From an optimization exercise on the open Yosys and OpenROAD flow, aimed at small area; shortcuts taken in it are not production practice. In this exercise RTL edits were held to simulation tests only and were not proved equivalent to the original. No activity file was given, so power comes from the tool's default toggle rates. The flow treats the clock pin as an ideal source, which a real chip does not have.

**design/flow/design.v**
```verilog
module hp45_core (
    input  wire        clk,
    input  wire        rst,
    input  wire        tick,
    input  wire        cmd_valid,
    input  wire [15:0] cmd,
    input  wire [31:0] wdata,
    output reg         rsp_valid,
    output reg  [2:0]  rc,
    output reg  [31:0] rdata,
    output wire [7:0]  port0,
    output wire [7:0]  port1,
    output wire        irq
);
    localparam integer A   = 8;
    localparam integer P   = 14;
    localparam integer PAT = A * P;
    localparam [2:0] RC_OK      = 3'd0;
    localparam [2:0] RC_FULL    = 3'd1;
    localparam [2:0] RC_EMPTY   = 3'd2;
    localparam [2:0] RC_BUSY    = 3'd3;
    localparam [2:0] RC_ILLEGAL = 3'd4;
    localparam [5:0] OP_LDPOS    = 6'h01;
    localparam [5:0] OP_LDPAT    = 6'h02;
    localparam [5:0] OP_ADD      = 6'h03;
    localparam [5:0] OP_NEXT     = 6'h04;
    localparam [5:0] OP_PEEKPOS  = 6'h05;
    localparam [5:0] OP_PEEKPAT  = 6'h06;
    localparam [5:0] OP_PKAPOS   = 6'h07;
    localparam [5:0] OP_PKAPAT   = 6'h08;
    localparam [5:0] OP_RDSPC    = 6'h09;
    localparam [5:0] OP_RDSPCMIN = 6'h0A;
    localparam [5:0] OP_WRSPC    = 6'h0B;
    localparam [5:0] OP_MERGED   = 6'h0C;
    localparam [5:0] OP_SETMODE  = 6'h0D;
    localparam [5:0] OP_GETMODE  = 6'h0E;
    localparam [5:0] OP_GETLOOP  = 6'h0F;
    localparam [5:0] OP_CLEARALL = 6'h10;
    localparam [5:0] OP_RESETRD  = 6'h11;
    localparam [5:0] OP_SETACT   = 6'h12;
    localparam [5:0] OP_SETPMODE = 6'h13;
    localparam [5:0] OP_SETSPLIT = 6'h20;
    localparam [5:0] OP_SETTMODE = 6'h21;
    localparam [5:0] OP_ENCODE   = 6'h22;
    localparam [5:0] OP_ENCIN    = 6'h23;
    localparam [5:0] OP_RDSTG    = 6'h24;
    localparam [5:0] OP_RDACT    = 6'h25;
    localparam [5:0] OP_DISPATCH = 6'h30;
    localparam [5:0] OP_ISBUSY   = 6'h31;
    localparam [5:0] OP_ACKDONE  = 6'h32;
    localparam [5:0] OP_SETIRQ   = 6'h33;
    localparam [5:0] OP_RDSTAT   = 6'h34;
    localparam [5:0] OP_RDXFER   = 6'h35;
    localparam [5:0] OP_RDPORT   = 6'h36;
    localparam [5:0] OP_RDTMR    = 6'h37;
    localparam [5:0] OP_RDELAP   = 6'h38;
    localparam [1:0] M_CLEARING = 2'd0;
    localparam [1:0] M_LOOPING  = 2'd2;
    localparam [1:0] D_IDLE     = 2'd0;
    localparam [1:0] D_ARMING   = 2'd1;
    localparam [1:0] D_INFLIGHT = 2'd2;
    function [7:0] pair_desc(input [7:0] idx, input [1:0] km1, input t);
        reg [4:0] sl;
        reg [7:0] x;
        reg [2:0] a;
        reg       oor;
        reg [4:0] off;
        reg [3:0] o;
        reg [1:0] j, r;
        begin
            case ({km1, t})
                3'd0: sl = 5'd5;
                3'd1: sl = 5'd6;
                3'd2: sl = 5'd8;
                3'd3: sl = 5'd10;
                3'd4: sl = 5'd11;
                3'd5: sl = 5'd14;
                3'd6: sl = 5'd14;
                default: sl = 5'd18;
            endcase
            x = idx;
            oor = ({1'b0, x} >= {1'b0, sl, 3'b0});
            a[2] = (x >= {1'b0, sl, 2'b0}); if (a[2]) x = x - {1'b0, sl, 2'b0};
            a[1] = (x >= {2'b0, sl, 1'b0}); if (a[1]) x = x - {2'b0, sl, 1'b0};
            a[0] = (x >= {3'b0, sl});       if (a[0]) x = x - {3'b0, sl};
            off = x[4:0];
            o = off[3:0] - 4'd2;
            if (t) begin
                j = o[3:2]; r = o[1:0];
            end else begin
                j = (o >= 4'd9) ? 2'd3 : (o >= 4'd6) ? 2'd2 : (o >= 4'd3) ? 2'd1 : 2'd0;
                r = o - {j, 1'b0} - {2'b0, j};
            end
            pair_desc = 8'd0;
            if (!oor) begin
                if (off == 5'd0)
                    pair_desc = {3'b001, a, 2'b00};
                else if (off >= 5'd2) begin
                    if (r == 2'd0)
                        pair_desc = {3'b100, a, j};
                    else if (r == 2'd1 || (r == 2'd2 && t))
                        pair_desc = {3'b110, a, j};
                end
            end
        end
    endfunction
    function [P-1:0] split_mask(input [1:0] km1, input [1:0] j);
        case ({km1, j})
            4'd0: split_mask = 14'h3FFF;
            4'd4: split_mask = 14'h1555;
            4'd5: split_mask = 14'h2AAA;
            4'd8: split_mask = 14'h1249;
            4'd9: split_mask = 14'h2492;
            4'd10: split_mask = 14'h0924;
            4'd12: split_mask = 14'h1111;
            4'd13: split_mask = 14'h2222;
            4'd14: split_mask = 14'h0444;
            4'd15: split_mask = 14'h0888;
            default: split_mask = 14'h0000;
        endcase
    endfunction
    function [P-1:0] word_of(input [PAT-1:0] pat, input [2:0] i);
        case (i)
            3'd0: word_of = pat[0*P +: P];
            3'd1: word_of = pat[1*P +: P];
            3'd2: word_of = pat[2*P +: P];
            3'd3: word_of = pat[3*P +: P];
            3'd4: word_of = pat[4*P +: P];
            3'd5: word_of = pat[5*P +: P];
            3'd6: word_of = pat[6*P +: P];
            default: word_of = pat[7*P +: P];
        endcase
    endfunction
    function [15:0] pair_val(input [7:0] d, input [P-1:0] w, input [1:0] km1);
        begin
            if (d[5])
                pair_val = 16'h4000;
            else if (d[7])
                pair_val = {d[6], 1'b0, w & split_mask(km1, d[1:0])};
            else
                pair_val = 16'd0;
        end
    endfunction
    reg [31:0]    slot_pos0, slot_pos1, slot_pos2, slot_pos3;
    reg [PAT-1:0] slot_pat0, slot_pat1, slot_pat2, slot_pat3;
    reg [3:0]     slot_v;
    reg [1:0]     w_q, r0_q, r1_q;
    reg [1:0]     mode_q;
    reg [31:0]    loopcnt_q;
    reg           act0_q, act1_q;
    reg [1:0]     pmode_q;
    reg [31:0]    in_pos_q;
    reg [PAT-1:0] in_pat_q;
    reg [1:0]     km1_q;           
    reg           tmode_q;
    reg [PAT-1:0] stg_pat;
    reg [1:0]     stg_km1;
    reg           stg_t;
    reg           stg_v;
    reg [PAT-1:0] act_pat;
    reg [1:0]     act_km1;
    reg           act_t;
    reg           act_v;
    reg [1:0]     dstate_q;
    reg [7:0]     pidx_q;
    reg [1:0]     tmr_q;
    reg           trig_q;
    reg [2:0]     elapsed_q;
    reg           donep_q;
    reg           irqen_q;
    assign irq = donep_q & irqen_q;
    wire [5:0] op   = cmd[15:10];
    wire       side = cmd[9];
    wire [4:0] aidx = cmd[8:4];
    wire [3:0] rsv  = cmd[3:0];
    wire op_known = (op <= 6'h13) || (op >= 6'h20 && op <= 6'h25) ||
                    (op >= 6'h30 && op <= 6'h38);
    wire uses_s   = (op >= OP_NEXT && op <= OP_RDSPC) || (op == OP_SETACT);
    wire uses_idx = (op == OP_LDPAT) || (op == OP_PEEKPAT) ||
                    (op == OP_PKAPAT) || (op == OP_MERGED);
    wire illegal = !op_known || (rsv != 4'd0) || (!uses_s && side) ||
                   (!uses_idx && aidx != 5'd0) || (uses_idx && aidx[4:3] != 2'd0);
    wire [1:0] unread0 = w_q - r0_q - 2'd1;
    wire [1:0] unread1 = w_q - r1_q - 2'd1;
    wire [1:0] unread_s = side ? unread1 : unread0;
    wire [1:0] umax = (unread0 > unread1) ? unread0 : unread1;
    wire [1:0] umin = (unread0 < unread1) ? unread0 : unread1;
    wire [2:0] wspace = (mode_q == M_CLEARING) ? {1'b0, 2'd3 - umax} :
                        (w_q == 2'd0) ? 3'd4 : {1'b0, -w_q};
    wire [1:0] w_inc = w_q + 2'd1;
    wire [1:0] umax_a = umax + 2'd1;
    wire [2:0] wspace_a = (mode_q == M_CLEARING) ? {1'b0, 2'd3 - umax_a} :
                          (w_inc == 2'd0) ? 3'd4 : {1'b0, -w_inc};
    wire [1:0] r_s   = side ? r1_q : r0_q;
    wire [1:0] nxt_s = r_s + 2'd1;
    wire contrib0 = act0_q && (pmode_q == 2'd0 || pmode_q == 2'd1);
    wire contrib1 = act1_q && (pmode_q == 2'd0 || pmode_q == 2'd2);
    wire [1:0] nr0 = side ? r0_q : r0_q + 2'd1;
    wire [1:0] nr1 = side ? r1_q + 2'd1 : r1_q;
    wire       nx_loop = (mode_q == M_LOOPING) && (w_q - nr0 == 2'd1) &&
                         (w_q - nr1 == 2'd1);
    wire [1:0] nx_r0 = nx_loop ? 2'd0 : nr0;
    wire [1:0] nx_r1 = nx_loop ? 2'd0 : nr1;
    wire [1:0] nx_rsp = w_q - (side ? nx_r1 : nx_r0) - 2'd1;
    wire [7:0]  rd_d;
    wire peek_op  = (op >= OP_PEEKPOS) && (op <= OP_PKAPAT);
    wire [1:0] tgt = (op == OP_PKAPOS || op == OP_PKAPAT) ? nxt_s : r_s;
    wire encin_op = (op == OP_ENCIN);
    wire rdreg_op = (op == OP_RDSTG) || (op == OP_RDACT);
    reg [3:0] sel;
    integer s;
    always @* begin
        for (s = 0; s < 4; s = s + 1) begin
            if (encin_op || rdreg_op)
                sel[s] = 1'b0;
            else if (peek_op)
                sel[s] = (tgt == s);
            else
                sel[s] = (contrib0 && r0_q == s) || (contrib1 && r1_q == s);
            sel[s] = sel[s] & slot_v[s];
        end
    end
    wire [PAT-1:0] net_pat = (sel[0] ? slot_pat0 : {PAT{1'b0}}) |
                             (sel[1] ? slot_pat1 : {PAT{1'b0}}) |
                             (sel[2] ? slot_pat2 : {PAT{1'b0}}) |
                             (sel[3] ? slot_pat3 : {PAT{1'b0}}) |
                             (encin_op ? in_pat_q : {PAT{1'b0}}) |
                             ((op == OP_RDSTG) ? stg_pat : {PAT{1'b0}}) |
                             ((op == OP_RDACT) ? act_pat : {PAT{1'b0}});
    wire [31:0] net_pos = (sel[0] ? slot_pos0 : 32'd0) |
                          (sel[1] ? slot_pos1 : 32'd0) |
                          (sel[2] ? slot_pos2 : 32'd0) |
                          (sel[3] ? slot_pos3 : 32'd0);
    wire [2:0]   net_wsel = rdreg_op ? rd_d[4:2] : aidx[2:0];
    wire [P-1:0] net_word = word_of(net_pat, net_wsel);
    wire [15:0] enc_len = (km1_q == 2'd0) ? (tmode_q ? 16'd48  : 16'd40)  :
                          (km1_q == 2'd1) ? (tmode_q ? 16'd80  : 16'd64)  :
                          (km1_q == 2'd2) ? (tmode_q ? 16'd112 : 16'd88)  :
                                            (tmode_q ? 16'd144 : 16'd112);
    wire        rd_act = op[0];
    wire [1:0]  rd_km1 = rd_act ? act_km1 : stg_km1;
    wire        rd_t   = rd_act ? act_t : stg_t;
    wire        rd_v   = rd_act ? act_v : stg_v;
    assign rd_d = pair_desc(wdata[7:0], rd_km1, rd_t);
    wire [15:0] rd_pair = rd_v ? pair_val(rd_d, net_word, rd_km1) : 16'd0;
    wire        idx_ok = (wdata < 32'd144);
    localparam [2:0] PS_NONE   = 3'd0;    
    localparam [2:0] PS_START  = 3'd1;    
    localparam [2:0] PS_ADV    = 3'd2;    
    localparam [2:0] PS_ZERO   = 3'd3;    
    localparam [2:0] PS_PHASE  = 3'd4;    
    reg [2:0] ps_q;
    reg [2:0] pa_q;
    reg [1:0] pj_q, pr_q;
    wire [P-1:0] pt_w  = word_of(act_pat, pa_q);
    wire [P-1:0] pt_m  = pt_w & split_mask(act_km1, pj_q);
    wire [15:0] port_v = !act_v               ? 16'd0 :
                         (ps_q == PS_ADV)     ? 16'h4000 :
                         (ps_q != PS_PHASE)   ? 16'd0 :
                         (pr_q == 2'd0)       ? {2'b00, pt_m} :
                         (pr_q == 2'd1 || (pr_q == 2'd2 && act_t)) ? {2'b10, pt_m} :
                                                16'd0;
    reg [2:0] n_ps, n_pa;
    reg [1:0] n_pj, n_pr;
    always @* begin
        n_ps = ps_q; n_pa = pa_q; n_pj = pj_q; n_pr = pr_q;
        case (ps_q)
            PS_START: begin n_ps = PS_ADV; n_pa = 3'd0; end
            PS_ADV:   n_ps = PS_ZERO;
            PS_ZERO:  begin n_ps = PS_PHASE; n_pj = 2'd0; n_pr = 2'd0; end
            PS_PHASE: begin
                if (pr_q != {1'b1, act_t})            
                    n_pr = pr_q + 2'd1;
                else if (pj_q != act_km1) begin
                    n_pj = pj_q + 2'd1; n_pr = 2'd0;
                end else if (pa_q != 3'd7) begin
                    n_pa = pa_q + 3'd1; n_ps = PS_ADV;
                end else
                    n_ps = PS_NONE;
            end
            default: ;
        endcase
    end
    assign port0 = port_v[7:0];
    assign port1 = port_v[15:8];
    wire busy = (dstate_q != D_IDLE) || (elapsed_q <= 3'd5);
    wire [2:0] split_v = {1'b0, km1_q} + 3'd1;
    wire [31:0] stat = {14'd0, donep_q & irqen_q, 1'b1, trig_q, irqen_q, donep_q,
                        busy, dstate_q, tmode_q, split_v, act1_q, act0_q,
                        pmode_q, mode_q};
    wire ok = !illegal;
    wire o_add      = ok && op == OP_ADD;
    wire o_next     = ok && op == OP_NEXT;
    wire o_peekpos  = ok && op == OP_PEEKPOS;
    wire o_peekpat  = ok && op == OP_PEEKPAT;
    wire o_pkapos   = ok && op == OP_PKAPOS;
    wire o_pkapat   = ok && op == OP_PKAPAT;
    wire o_rdspc    = ok && op == OP_RDSPC;
    wire o_rdspcmin = ok && op == OP_RDSPCMIN;
    wire o_wrspc    = ok && op == OP_WRSPC;
    wire o_merged   = ok && op == OP_MERGED;
    wire o_setmode  = ok && op == OP_SETMODE;
    wire o_getmode  = ok && op == OP_GETMODE;
    wire o_getloop  = ok && op == OP_GETLOOP;
    wire o_setact   = ok && op == OP_SETACT;
    wire o_setpmode = ok && op == OP_SETPMODE;
    wire o_setsplit = ok && op == OP_SETSPLIT;
    wire o_settmode = ok && op == OP_SETTMODE;
    wire o_enc      = ok && (op == OP_ENCODE || op == OP_ENCIN);
    wire o_rdreg    = ok && (op == OP_RDSTG || op == OP_RDACT);
    wire o_dispatch = ok && op == OP_DISPATCH;
    wire o_isbusy   = ok && op == OP_ISBUSY;
    wire o_setirq   = ok && op == OP_SETIRQ;
    wire o_rdstat   = ok && op == OP_RDSTAT;
    wire o_rdxfer   = ok && op == OP_RDXFER;
    wire o_rdport   = ok && op == OP_RDPORT;
    wire o_rdtmr    = ok && op == OP_RDTMR;
    wire o_rdelap   = ok && op == OP_RDELAP;
    wire wsp_nz = (wspace != 3'd0);
    wire us_nz  = (unread_s != 2'd0);
    wire hi_z   = (wdata[31:3] == 29'd0);
    wire le1    = hi_z && wdata[2:1] == 2'd0;
    wire le2    = le1 || (hi_z && wdata[2:0] == 3'd2);
    wire [2:0] split_c = (wdata == 32'd0) ? 3'd1 :
                         (!hi_z || wdata[2:0] > 3'd4) ? 3'd4 : wdata[2:0];
    wire [2:0] c_rc = (illegal || (o_rdreg && !idx_ok)) ? RC_ILLEGAL :
                      (o_add && !wsp_nz)                ? RC_FULL :
                      ((o_next || o_pkapos || o_pkapat) && !us_nz) ? RC_EMPTY :
                      (o_dispatch && busy)              ? RC_BUSY : RC_OK;
    wire [31:0] c_rdata =
        ({32{o_add && wsp_nz}}                         & {29'd0, wspace_a}) |
        ({32{o_next && us_nz}}                         & {30'd0, nx_rsp}) |
        ({32{o_peekpos || (o_pkapos && us_nz)}}        & net_pos) |
        ({32{o_peekpat || o_merged || (o_pkapat && us_nz)}} & {18'd0, net_word}) |
        ({32{o_rdspc}}                                 & {30'd0, unread_s}) |
        ({32{o_rdspcmin}}                              & {30'd0, umin}) |
        ({32{o_wrspc}}                                 & {29'd0, wspace}) |
        ({32{(o_setmode || o_setpmode) && le2}}        & 32'd1) |
        ({32{(o_setact || o_settmode || o_setirq) && le1}} & 32'd1) |
        ({32{o_getmode}}                               & {30'd0, mode_q}) |
        ({32{o_getloop}}                               & loopcnt_q) |
        ({32{o_setsplit}}                              & {29'd0, split_c}) |
        ({32{o_enc}}                                   & {enc_len, 16'd144}) |
        ({32{o_rdreg && idx_ok}}                       & {16'd0, rd_pair}) |
        ({32{o_isbusy}}                                & {31'd0, busy}) |
        ({32{o_rdstat}}                                & stat) |
        ({32{o_rdxfer}}                                & {24'd0, pidx_q}) |
        ({32{o_rdport}}                                & {16'd0, port_v}) |
        ({32{o_rdtmr}}                                 & {30'd0, tmr_q}) |
        ({32{o_rdelap}}                                & {29'd0, elapsed_q});
    wire do_cmd = cmd_valid && (c_rc == RC_OK);
    wire is_dispatch = do_cmd && (op == OP_DISPATCH);
    wire is_ackdone  = do_cmd && (op == OP_ACKDONE);
    wire [1:0] dstate_c = is_dispatch ? D_ARMING : dstate_q;
    wire       trig_c   = is_dispatch ? 1'b0 : trig_q;
    wire       donep_c  = is_ackdone ? 1'b0 : donep_q;
    reg [1:0] t_dstate;
    reg [7:0] t_pidx;
    reg [1:0] t_tmr;
    reg       t_trig;
    reg [2:0] t_elapsed;
    reg       t_donep;
    reg       t_edge, t_done, t_start, t_step;
    always @* begin
        t_start  = 1'b0;
        t_step   = 1'b0;
        t_dstate = dstate_c;
        t_pidx   = pidx_q;
        t_trig   = trig_c;
        t_donep  = donep_c;
        t_done   = 1'b0;
        t_edge   = (tmr_q == 2'd3);
        t_tmr    = tmr_q + 2'd1;
        case (dstate_c)
            D_IDLE: begin
                if (t_edge) t_trig = 1'b1;
            end
            D_ARMING: begin
                if (t_tmr == 2'd1) begin
                    t_tmr    = 2'd0;
                    t_trig   = 1'b0;
                    t_pidx   = 8'd0;
                    t_dstate = D_INFLIGHT;
                    t_start  = 1'b1;
                end else if (t_edge) begin
                    t_trig = 1'b1;
                end
            end
            D_INFLIGHT: begin
                if (t_edge) begin
                    t_step = 1'b1;
                    t_pidx = pidx_q + 8'd1;
                    if (pidx_q == 8'd143) begin
                        t_dstate = D_IDLE;
                        t_donep  = 1'b1;
                        t_done   = 1'b1;
                    end
                end
            end
            default: ;
        endcase
        if (t_done)
            t_elapsed = 3'd0;
        else if (elapsed_q <= 3'd5)
            t_elapsed = elapsed_q + 3'd1;
        else
            t_elapsed = 3'd6;
    end
    wire [31:0]  in_d  = rst ? 32'd0 : wdata;
    integer wi;
    always @(posedge clk) begin
        if (rst || (do_cmd && op == OP_LDPOS))
            in_pos_q <= in_d;
        for (wi = 0; wi < A; wi = wi + 1)
            if (rst || (do_cmd && op == OP_LDPAT && aidx[2:0] == wi))
                in_pat_q[wi*P +: P] <= in_d[P-1:0];
    end
    wire        loop_clr = rst || (do_cmd && op == OP_CLEARALL);
    wire        loop_inc = do_cmd && op == OP_NEXT && nx_loop;
    wire [31:0] loop_cy;
    assign loop_cy[0] = loop_inc;
    genvar gi;
    generate
        for (gi = 1; gi < 32; gi = gi + 1) begin : g_loop
            assign loop_cy[gi] = loop_cy[gi-1] & loopcnt_q[gi-1];
        end
    endgenerate
    always @(posedge clk)
        loopcnt_q <= loop_clr ? 32'd0 : (loopcnt_q ^ loop_cy);
    always @(posedge clk) begin
        rc    <= c_rc;
        rdata <= c_rdata;
        if (do_cmd && op == OP_ADD) begin
            case (w_q)
                2'd0: begin slot_pos0 <= in_pos_q; slot_pat0 <= in_pat_q; end
                2'd1: begin slot_pos1 <= in_pos_q; slot_pat1 <= in_pat_q; end
                2'd2: begin slot_pos2 <= in_pos_q; slot_pat2 <= in_pat_q; end
                default: begin slot_pos3 <= in_pos_q; slot_pat3 <= in_pat_q; end
            endcase
        end
        if (do_cmd && (op == OP_ENCODE || op == OP_ENCIN)) begin
            stg_pat <= net_pat;
            stg_km1 <= km1_q;
            stg_t   <= tmode_q;
        end
        if (do_cmd && op == OP_DISPATCH) begin
            act_pat <= stg_pat;
            act_km1 <= stg_km1;
            act_t   <= stg_t;
        end
    end
    always @(posedge clk) begin
        if (rst) begin
            slot_v     <= 4'd0;
            w_q        <= 2'd1;
            r0_q       <= 2'd0;
            r1_q       <= 2'd0;
            mode_q     <= M_CLEARING;
            act0_q     <= 1'b1;
            act1_q     <= 1'b1;
            pmode_q    <= 2'd0;
            km1_q      <= 2'd0;
            tmode_q    <= 1'b0;
            stg_v      <= 1'b0;
            act_v      <= 1'b0;
            dstate_q   <= D_IDLE;
            pidx_q     <= 8'd0;
            tmr_q      <= 2'd0;
            trig_q     <= 1'b0;
            elapsed_q  <= 3'd6;
            ps_q       <= PS_NONE;
            donep_q    <= 1'b0;
            irqen_q    <= 1'b0;
            rsp_valid  <= 1'b0;
        end else begin
            rsp_valid <= cmd_valid;
            if (do_cmd) begin
                case (op)
                    OP_ADD: begin
                        slot_v[w_q] <= 1'b1;
                        w_q <= w_inc;
                    end
                    OP_NEXT: begin
                        r0_q <= nx_r0;
                        r1_q <= nx_r1;
                    end
                    OP_SETMODE:  if (le2) mode_q <= wdata[1:0];
                    OP_CLEARALL: begin
                        slot_v    <= 4'd0;
                        w_q       <= 2'd1;
                        r0_q      <= 2'd0;
                        r1_q      <= 2'd0;
                    end
                    OP_RESETRD: begin
                        r0_q <= 2'd0;
                        r1_q <= 2'd0;
                    end
                    OP_SETACT: if (le1) begin
                        if (side) act1_q <= wdata[0];
                        else      act0_q <= wdata[0];
                    end
                    OP_SETPMODE: if (le2) pmode_q <= wdata[1:0];
                    OP_SETSPLIT: km1_q <= split_c[1:0] - 2'd1;
                    OP_SETTMODE: if (le1) tmode_q <= wdata[0];
                    OP_ENCODE,
                    OP_ENCIN:    stg_v <= 1'b1;
                    OP_DISPATCH: act_v <= stg_v;
                    OP_SETIRQ:   if (le1) irqen_q <= wdata[0];
                    default: ;
                endcase
            end
            if (tick) begin
                dstate_q  <= t_dstate;
                pidx_q    <= t_pidx;
                tmr_q     <= t_tmr;
                trig_q    <= t_trig;
                elapsed_q <= t_elapsed;
                donep_q   <= t_donep;
                if (t_start)
                    ps_q <= PS_START;
                if (t_step) begin
                    ps_q <= n_ps;
                    pa_q <= n_pa;
                    pj_q <= n_pj;
                    pr_q <= n_pr;
                end
            end else begin
                dstate_q <= dstate_c;
                trig_q   <= trig_c;
                donep_q  <= donep_c;
            end
        end
    end
endmodule
```
**design/flow/standard.sh**
```bash
#!/bin/bash
# synth_recipe.tcl (not shown) runs the flow's synth.tcl, then flattens the netlist and writes it again
# the make line also repeats each setting of config.mk as NAME=value (left out here)
make -C /OpenROAD-flow-scripts/flow DESIGN_CONFIG=/design/flow/config.mk WORK_HOME=/design/flow/orfs CLKGATE_MAP_FILE= SYNTH_SCRIPT=/design/flow/synth_recipe.tcl "${@:-finish}"
```
**design/flow/constraint.sdc**
```tcl
create_clock -name core_clock -period 15.0 [get_ports {clk}]
set_input_delay 3.0000 -clock core_clock [delete_from_list [all_inputs] [get_ports {clk}]]
set_output_delay 3.0000 -clock core_clock [all_outputs]
set_load 0.01 [all_outputs]
```
**design/flow/flow/run.sh**
```bash
#!/bin/bash
set -euo pipefail
export CTS_ARGS="-sink_clustering_enable -repair_clock_nets -sink_clustering_size 30 -sink_clustering_max_diameter 85 -dont_use_dummy_load"
export BUFFER_PORTS_ARGS="-buffer_cell sky130_fd_sc_hd__buf_1"
bash standard.sh > standard.log 2>&1
```
**design/flow/config.mk**
```make
export PLATFORM = sky130hd
export DESIGN_NAME = hp45_core
export DESIGN_NICKNAME = hp45_core
export VERILOG_FILES = /design/flow/design.v
export SDC_FILE = /design/flow/constraint.sdc
export NUM_CORES = 8
export LEC_CHECK = 0
export CAP_MARGIN = 20
export CORE_MARGIN = 2
export CORE_UTILIZATION = 50
export PLACE_DENSITY = 0.85
export SLEW_MARGIN = 20
```
==> run summary <==
## where the power goes
group / leakage [nW] / switching [W] / internal, W / total, W
registers: 9.64 / 0.0000384 / 0.00327 / 0.00331
clock network: 0.518 / 0.000821 / 0.000507 / 0.00133
logic: 4.93 / 0.000356 / 0.000193 / 0.000548
## stage by stage
step / std cells / instance area, µm²
after detailed placement: 4110 / 45500
final: 4157 / 46600
after floorplan: 2969 / 43700
after global routing: 4156 / 46600
after CTS: 4152 / 46500
after global placement: 4110 / 45500
## area by class of cell
cell class,instances,area [µm²],share of cell area [%]
flip-flops and latches,1067,30900,66.4
well taps,1155,1450,3.10
clock buffers,42,1050,2.26
multi-input cells,1661,12000,25.7
repair buffers,172,927,1.99
diodes,1,2.50,0.00537
inverters,59,224,0.481
## path summary, 6_finish.rpt
| check | start | to | slack [ns] | cells after the start |
|---|---|---|---|---|
| min reg2reg | stg_pat[35] | act_pat[35] | 0.45 | 0 |
| min | stg_pat[35] | act_pat[35] | 0.45 | 0 |
| max | cmd[10] | rdata[12] | 0.99 | 47 |
| max reg2reg | act_km1[0] | rdata[12] | 3.07 | 46 |
## state kept, by name, indices dropped and copies added (netlist names), 4 cells and up
name,count
slot_pos2,32
slot_pat1,112
slot_pos0,32
in_pat_q,112
slot_pat2,112
stg_pat,112
slot_pat0,112
slot_pos1,32
slot_pos3,32
slot_pat3,112
act_pat,112
pidx_q,8
slot_v,4
loopcnt_q,32
in_pos_q,32
rdata,32
## repair_timing
action	in CTS	in global routing
resized for setup	0	1
endpoints found under the hold margin	0	0
setup buffers	0	4
setup endpoints to repair	0	4
## cell usage in the layout (no fill, tap or decap), drive strengths merged, types with 38 or more instances in the layout
cell    instances
a21oi          72
a221oi         57
a222oi        246
and2           47
buf           171
clkbuf         43
dfxtp         110
edfxtp        957
ha            105
inv            58
nand2         221
nand3         151
nor2          161
nor2b          43
nor3           38
o21ai          80
## kinds of logic (layout without fill, tap and decap cells)
kind of cell,after synthesis,after routing,synth area share [%]
AND/OR/NAND/NOR,773,773,8.56
flip-flops,1067,1067,70.8
adder cells (fa/ha/maj),108,108,3.14
AO/OA/AOI/OAI,684,684,13.0
XOR/XNOR,31,31,0.621
multiplexers,65,65,1.68
buffers and inverters,241,273,2.20
other,0,1,0
## routing by layer
| layer | vias up | part of all wire, % | GRT usage, % |
|---|---|---|---|
| met3 | 375 | 14 | 5.93 |
| li1 | 12000 | - | - |
| met4 | 2 | 5.8 | 12.7 |
| met1 | 13900 | 35 | 35.6 |
| met5 | - | 0.011 | 0 |
| met2 | 2374 | 45 | 41.6 |
==> impl_metrics.py <==
metrics = {
    "outcome": {
        "outcome": "finished clean",
    },
    "routing": {
        "routedWlPerCell_um": 29.4,
        "ant_nets": 0,
        "vias": 28600,
        "firstDrtPassIters": 13,
        "routed_wl_mm": 122,
        "drc": 0,
        "drt_iter0_drc": 6120,
        "viasPerCell": 6.89,
    },
    "setup_path": {
        "critPathMaxFanout": 15,
        "critPathTopFamily": "compound AO/OA/AOI/OAI gates",
        "crit_path_frequent_cell": "ha_1",
        "critPathKind": "input pin to flop",
        "crit_slowest_cell": "a32oi_4",
        "cp.arrival_ns": 14.48,
        "start_kind": "input pin",
        "required_ns": 15.46,
        "slowest_delay_ns": 0.64,
        "endpoint_kind": "flop",
        "cp_num_buf_inv": 7,
    },
    "placement": {
        "hpwl_mm": 78.1,
        "place.gp.congestion": 0.980,
        "place_ws_ns": 0.269,
        "placement.io_buffers": 104,
    },
    "global_routing": {
        "grt_pass1_wl_mm": 179,
        "grt_overflow_total": 0,
        "grt_usage_pct": 26.6,
        "first_global_vias": 27500,
        "antenna_found_initial": 3,
        "grt_max_degree": 145,
    },
    "synth": {
        "syn_area_um2": 43700,
        "synth_edf_count": 957,
        "synthFlopType": "edfxtp_1",
        "synth_most_common_cell": "edfxtp_1",
        "async_flop_share_pct": 0,
        "syn_inst": 2969,
        "syn_avg_cell_area_um2": 14.7,
        "ys_types": 96,
        "ys_seq_elements": 1067,
        "netlist.area_leader.share_pct": 65.7,
        "ys_seq_area_share_pct": 70.8,
        "yosysTopAreaCell": "edfxtp_1",
        "synth_warnings": 1,
        "synth_common_cells": "957 x edfxtp_1, 246 x a222oi_1, 219 x nand2_1",
        "synth_area_leaders": "edfxtp_1 66%, a222oi_1 5.6%, dfxtp_1 5.0%",
        "synth_nets": 3129,
    },
    "floorplan": {
        "die_w_um": 300,
        "rows": 108,
        "dieArea_um2": 89800,
        "start_util_pct": 50.4,
        "core-area_um2": 86800,
        "boundaryPins": 105,
        "die_y_um": 300,
    },
    "timing": {
        "max_freq_mhz": 71.4,
        "finClkSkew_ns": 0.0581,
        "fin_ws_ns": 0.987,
        "fin_setup_tns_ns": 0,
        "worst_pin_slew_ns": 1.26,
        "maxSlewHeadroom_pct": 15.7,
        "slew_viol_final": 0,
        "whs_ns": 0.455,
        "period_share_pct": 93.4,
        "rsz0062_at_grt": "false",
        "period_needed_ns": 14.01,
        "hold_viol": 0,
        "final-setup-viol-count": 0,
    },
    "clock_network": {
        "cts_hold_buf": 0,
        "cts_inserted_buffers": 42,
        "root_buffer": "clkbuf_16",
        "cts_max_level": 2,
        "worst_skew_pair.late_latency_ns": 0.63,
        "path_clk_slew_ns": 0.11,
        "cts_tree": "done",
        "cts_num_sinks": 1067,
        "clock_path_buffers": 3,
    },
    "pwr": {
        "total_power_w": 0.00519,
        "p_per_area_nw_per_um2": 111,
        "ir_drop_mv": 0.120,
        "p_leak_nw": 15.1,
    },
    "cells_and_area": {
        "areaGrowthSynthToFinish_pct": 6.55,
        "post-route-util_pct": 53.7,
        "drive_above_1_share_pct": 6.70,
        "fill_cells": 6793,
        "layout.nets": 3163,
    },
    "hold_path": {
        "hold_class": "flop to flop",
    },
    "job": {
        "timing.max_cap.violations": 0,
    },
}

==> what the ideal ports hide <==
The flow's constraints put no driver on any port. The routed layout listed below was extracted and timed again, unchanged, in two steps.
Step 1 (the two cells are an assumption about what drives the block):
set clk [get_ports {clk}]
set_driving_cell -lib_cell sky130_fd_sc_hd__clkbuf_16 $clk
set_driving_cell -lib_cell sky130_fd_sc_hd__buf_2 [delete_from_list [all_inputs] $clk]
Step 2 also shifts input and output timing later by t, the mid clock arrival at the registers, as if the neighbouring blocks saw the same clock.
a / b / c = ideal ports / drivers / drivers and shift; a / b = the first two.
shift t [ns]: 0.669
setup WS [ns]: 0.987 / 0.997 / 0.328
worst data-port slew with drivers (ns): 0.08
After both steps setup and hold are still met in this run. For this run, drivers alone change the setup slack by +0.010 ns; drivers and shift together by -0.659 ns.
